From an optimization exercise on the open Yosys and OpenROAD flow, aimed at small area, a short achievable clock period and few clock cycles; shortcuts taken in it are not production practice. RTL that was checked went through simulation tests only; none was proved equivalent to the original. Power and IR drop assume default switching activity.

== v38 ==
// kb_report_encoder
module kb_report_encoder (
    input  wire        clk,
    input  wire        rst,
    input  wire        start,
    input  wire [95:0] deb,
    output wire        ready,
    output reg         done,
    output reg  [63:0] report,
    output wire        changed
);
    wire L = deb[95];
    reg        busy;
    reg  [2:0] ph;
    reg  [12:0] gtr;     
    reg  [5:1] qst;     
    reg        valid, diffa, diffb;
    wire p0 = ~busy;
    wire active = busy | start;
    wire cont;          
    wire n0 = (deb[0] & ~L);
    wire n1 = deb[1];
    wire n2 = deb[2];
    wire n3 = deb[3];
    wire n4 = deb[6];
    wire n5 = deb[7];
    wire n6 = deb[8];
    wire n7 = (deb[9] & ~L);
    wire n8 = deb[10];
    wire n9 = deb[12];
    wire n10 = deb[13];
    wire n11 = deb[14];
    wire n12 = deb[15];
    wire n13 = deb[16];
    wire n14 = deb[18];
    wire n15 = deb[19];
    wire n16 = deb[20];
    wire n17 = deb[21];
    wire n18 = (deb[22] & ~L);
    wire n19 = deb[24];
    wire n20 = deb[25];
    wire n21 = deb[26];
    wire n22 = deb[27];
    wire n23 = deb[28];
    wire n24 = deb[30];
    wire n25 = deb[31];
    wire n26 = deb[32];
    wire n27 = deb[33];
    wire n28 = deb[34];
    wire n29 = (deb[35] & ~L);
    wire n30 = deb[36];
    wire n31 = deb[37];
    wire n32 = deb[38];
    wire n33 = deb[39];
    wire n34 = deb[40];
    wire n35 = deb[42];
    wire n36 = deb[43];
    wire n37 = deb[44];
    wire n38 = deb[45];
    wire n39 = deb[46];
    wire n40 = deb[48];
    wire n41 = deb[49];
    wire n42 = deb[50];
    wire n43 = deb[51];
    wire n44 = deb[52];
    wire n45 = deb[54];
    wire n46 = deb[55];
    wire n47 = deb[56];
    wire n48 = deb[57];
    wire n49 = deb[58];
    wire n50 = deb[60];
    wire n51 = deb[61];
    wire n52 = deb[62];
    wire n53 = deb[63];
    wire n54 = deb[64];
    wire n55 = deb[66];
    wire n56 = deb[67];
    wire n57 = deb[68];
    wire n58 = deb[69];
    wire n59 = deb[72];
    wire n60 = deb[73];
    wire n61 = deb[74];
    wire n62 = deb[77];
    wire n63 = deb[78];
    wire n64 = deb[79];
  ...
Size: ~85 flip-flops.
==> flow/config.mk <==
export PLATFORM = sky130hd
export DESIGN_NAME = kb_report_encoder
export DESIGN_NICKNAME = kb_report_encoder
export VERILOG_FILES = /design/flow/design.v
export SDC_FILE = /design/flow/constraint.sdc
export NUM_CORES = 4
export LEC_CHECK = 0
export ABC_AREA = 1
export CAP_MARGIN = 20
export CORE_MARGIN = 2
export CORE_UTILIZATION = 55
export CTS_BUF_LIST = sky130_fd_sc_hd__clkbuf_4 sky130_fd_sc_hd__clkbuf_8
export CTS_CLUSTER_SIZE = 30
export SETUP_SLACK_MARGIN = 1.6
export SLEW_MARGIN = 20
==> flow/constraint.sdc <==
create_clock -name core_clock -period 5.0 [get_ports {clk}]
set_input_delay 1.0000 -clock core_clock [delete_from_list [all_inputs] [get_ports {clk}]]
set_output_delay 1.0000 -clock core_clock [all_outputs]
set_load 0.01 [all_outputs]
standard.sh (not shown) runs the stock make flow with config.mk's settings and CLKGATE_MAP_FILE= SYNTH_SCRIPT=/design/flow/synth_recipe.tcl, a recipe that flattens the netlist after the stock synthesis.
==> flow/flow/run.sh <==
#!/bin/bash
# The standard layout (standard.sh), with every input and output port still
# buffered, but with a plain buffer cell (buf_1) instead of the resizer's
# default choice (a delay buffer, clkdlybuf4s50_1).
set -euo pipefail
export BUFFER_PORTS_ARGS="-buffer_cell sky130_fd_sc_hd__buf_1"
bash standard.sh > standard_flow.log 2>&1
Inputs modified between v38 and v7:
# v38
export LEC_CHECK = 0
export ABC_AREA = 1
export CAP_MARGIN = 20
export CORE_MARGIN = 2
export CORE_UTILIZATION = 55
export CTS_BUF_LIST = sky130_fd_sc_hd__clkbuf_4 sky130_fd_sc_hd__clkbuf_8
export CTS_CLUSTER_SIZE = 30
export SETUP_SLACK_MARGIN = 1.6
export SLEW_MARGIN = 20
create_clock -name core_clock -period 5.0 [get_ports {clk}]
# v7
export LEC_CHECK = 0
export ABC_AREA = 1
export CAP_MARGIN = 20
export CORE_MARGIN = 2
export CORE_UTILIZATION = 55
export SETUP_SLACK_MARGIN = 1.6
export SLEW_MARGIN = 20
create_clock -name core_clock -period 5.0 [get_ports {clk}]
--- outcome ---
Reported for v7 and v38, flip-flop and latch count after synthesis turned out identical to the last digit.
v38 reports its capturing instance or port of the critical path as report[25] while v7 reports xr[1].
Diff v38 -> v7: area of the mapped netlist shows no meaningful change, headroom to the max-slew limit -9.1 points, logic depth of the worst setup path including buffers rose 1.
v7 ended up with sky130_fd_sc_hd__nor2_1 as its slowest cell on the critical path; v38 ended up with sky130_fd_sc_hd__nor4_1.
Inputs modified between v7 and v19:
# v7
export LEC_CHECK = 0
export ABC_AREA = 1
export CAP_MARGIN = 20
export CORE_MARGIN = 2
export CORE_UTILIZATION = 55
export SETUP_SLACK_MARGIN = 1.6
export SLEW_MARGIN = 20
create_clock -name core_clock -period 5.0 [get_ports {clk}]
# v19
export LEC_CHECK = 0
export ABC_AREA = 1
export CAP_MARGIN = 20
export CORE_MARGIN = 2
export CORE_UTILIZATION = 65
export SETUP_SLACK_MARGIN = 1.6
export SLEW_MARGIN = 20
create_clock -name core_clock -period 5.0 [get_ports {clk}]
--- outcome ---
Changes observed in v19 relative to v7: global-route usage has increased, maximum clock rate went down 2.0%, first-pass GRT wire length went down by about 3.4%, clock skew dropped 0.0036 ns. Per the comparison of v19 with v7, maximum number of pins on one net before global-route repair shrank by 1, die area went down 15%. Power consumption of v19 falls short of that of v7 slightly.
Function was not checked in any run of this note: the RTL went through the layout flow alone.

========
== raven ==
kb_report_encoder, a different RTL version from the one above (not shown whole).
For scale: ~1200 cells after synthesis, roughly 170 I/O pins, roughly 7900 µm² of cells after synthesis.
==> flow/config.mk <==
export PLATFORM = sky130hd
export DESIGN_NAME = kb_report_encoder
export DESIGN_NICKNAME = kb_report_encoder
export VERILOG_FILES = /design/flow/design.v
export SDC_FILE = /design/flow/constraint.sdc
export NUM_CORES = 4
export LEC_CHECK = 0
export ABC_AREA = 1
export CAP_MARGIN = 20
export CORE_MARGIN = 2
export CORE_UTILIZATION = 55
export SLEW_MARGIN = 20
==> flow/constraint.sdc <==
create_clock -name core_clock -period 5.0 [get_ports {clk}]
set_input_delay 1.0000 -clock core_clock [delete_from_list [all_inputs] [get_ports {clk}]]
set_output_delay 1.0000 -clock core_clock [all_outputs]
set_load 0.01 [all_outputs]
==> flow/flow/run.sh <==
#!/bin/bash
# The standard layout (standard.sh), with two changes in how it is made:
#  - every input and output port is still buffered, but with a plain buffer
#    cell (buf_1) instead of the resizer's default choice (a delay buffer);
#  - synthesis maps the logic with flow/abc_area.script, an area-oriented ABC
#    script (dc2; dch -f; map -a), in place of ORFS's abc_area.script. The
#    rest of synthesis (synth_recipe.tcl, its registers and names) is unchanged.
set -euo pipefail
here=$(pwd)
rm -rf "$here/scripts_copy"
cp -r "$FLOW_HOME/scripts" "$here/scripts_copy"
cp "$here/flow/abc_area.script" "$here/scripts_copy/abc_area.script"
export SCRIPTS_DIR="$here/scripts_copy"
export BUFFER_PORTS_ARGS="-buffer_cell sky130_fd_sc_hd__buf_1"
bash standard.sh > standard_flow.log 2>&1
==> flow/flow/abc_area.script <==
strash
dc2
dch -f
map -a
topo
stime -c
buffer -c
upsize -c
dnsize -c
raven: done, clean on timing, DRC and antenna
Testbench counts of raven, summed over its fixed seeds: cycles 5,590.
> inputs changed (raven -> juniper)
==> flow/flow/run.sh <==
#!/bin/bash
# The standard layout (standard.sh), with every input and output port still
# buffered, but with a plain buffer cell (buf_1) instead of the resizer's
# default choice (a delay buffer, clkdlybuf4s50_1).
set -euo pipefail
export BUFFER_PORTS_ARGS="-buffer_cell sky130_fd_sc_hd__buf_1"
bash standard.sh > standard_flow.log 2>&1
--- a/flow/config.mk
+++ b/flow/config.mk
@@ -11,0 +12 @@
+export SETUP_SLACK_MARGIN = 2.3
removed: flow/flow/abc_area.script
[summary]
juniper vs. raven: count of multi-input gates grew by about 30%, final worst setup slack grew by 1490 ps, met2 routed wirelength grew by about 15%, die area grew by 8.4%. Compared to raven, juniper has post-route cell area 33% higher.
For violet, these inputs were changed with respect to juniper:
--- a/flow/config.mk
+++ b/flow/config.mk
@@ -12 +12 @@
-export SETUP_SLACK_MARGIN = 2.3
+export SETUP_SLACK_MARGIN = 1.6
--- outcome ---
violet: done, clean on timing, DRC and antenna. violet ends up with higher maximum fanout count along the critical path than juniper does. Between violet and juniper, it is violet whose length in cells of the worst reg-to-reg path is lower, by 9.1%. When violet is set beside juniper, its fmax turns out to be 20 MHz smaller. Of the two values seen for worst-path cell with the longest stage delay, sky130_fd_sc_hd__a21boi_4 was produced by juniper and sky130_fd_sc_hd__dfxtp_4 by violet. Comparing juniper and violet, the higher layout-stage area growth over the synthesis result is on juniper. Going from juniper to violet, power shrinks by 0.089 mW. juniper has higher wire length of the first global-routing pass than violet.
Relative to violet, the following input files were edited for ember:
--- a/flow/config.mk
+++ b/flow/config.mk
@@ -12 +11,0 @@
-export SETUP_SLACK_MARGIN = 1.6
[summary]
Run comparison: ember capture point of the worst path report[45]$_SDFFCE_PP0P_; violet capture point of the worst path report[28]$_SDFFCE_PP0P_
Summary of ember over violet: power of the clock network lower, final clock skew neither gained nor lost much, non-clock buffer count decreased by 13% relative to the old numbers, worst setup slack -600 ps, cell area after placement now sits lower.
Looking at final worst-path cycle share across violet and ember, the one that comes out higher is ember.
Changes observed in ember relative to violet: register-to-register slack has decreased, cell area now smaller.

## what the ideal ports hide
The flow's constraints put no driver on any port. The routed layouts listed below were extracted and timed again, unchanged, in two steps. Step 1, drivers: a clkbuf_16 drives clk and a buf_2 each remaining input, both assumed. Step 2, shift: input delay + t, output delay - t, t = (earliest + latest rising clock arrival at the registers) / 2. This alone moves slack from input paths to output paths. Three values: no drivers, after step 1, after step 2; two values: the first two.
| run | t (ns) | slack for setup (ns) | worst setup path at the end | worst register clock-pin slew, ns |
|---|---|---|---|---|
| v38 | 0.432 | 1.507 / 1.525 / 1.093 | input to register | 0.13 / 0.13 |
| v7 | 0.399 | 1.544 / 1.519 / 1.120 | input to register | 0.08 / 0.08 |
| v19 | 0.399 | 1.474 / 1.497 / 1.099 | input to register | 0.07 / 0.07 |
| raven | 0.418 | 0.318 / 0.318 / 0.125 | input to register | 0.09 / 0.09 |
| juniper | 0.407 | 1.806 / 1.787 / 1.380 | input to register | 0.09 / 0.09 |
| violet | 0.402 | 1.592 / 1.592 / 1.208 | input to register | 0.08 / 0.08 |
| ember | 0.406 | 0.994 / 0.994 / 0.680 | input to register | 0.08 / 0.08 |
After both steps every run listed still meets setup and hold. For juniper, which loses most, drivers alone change the setup slack by -0.019 ns; drivers and shift together by -0.426 ns.
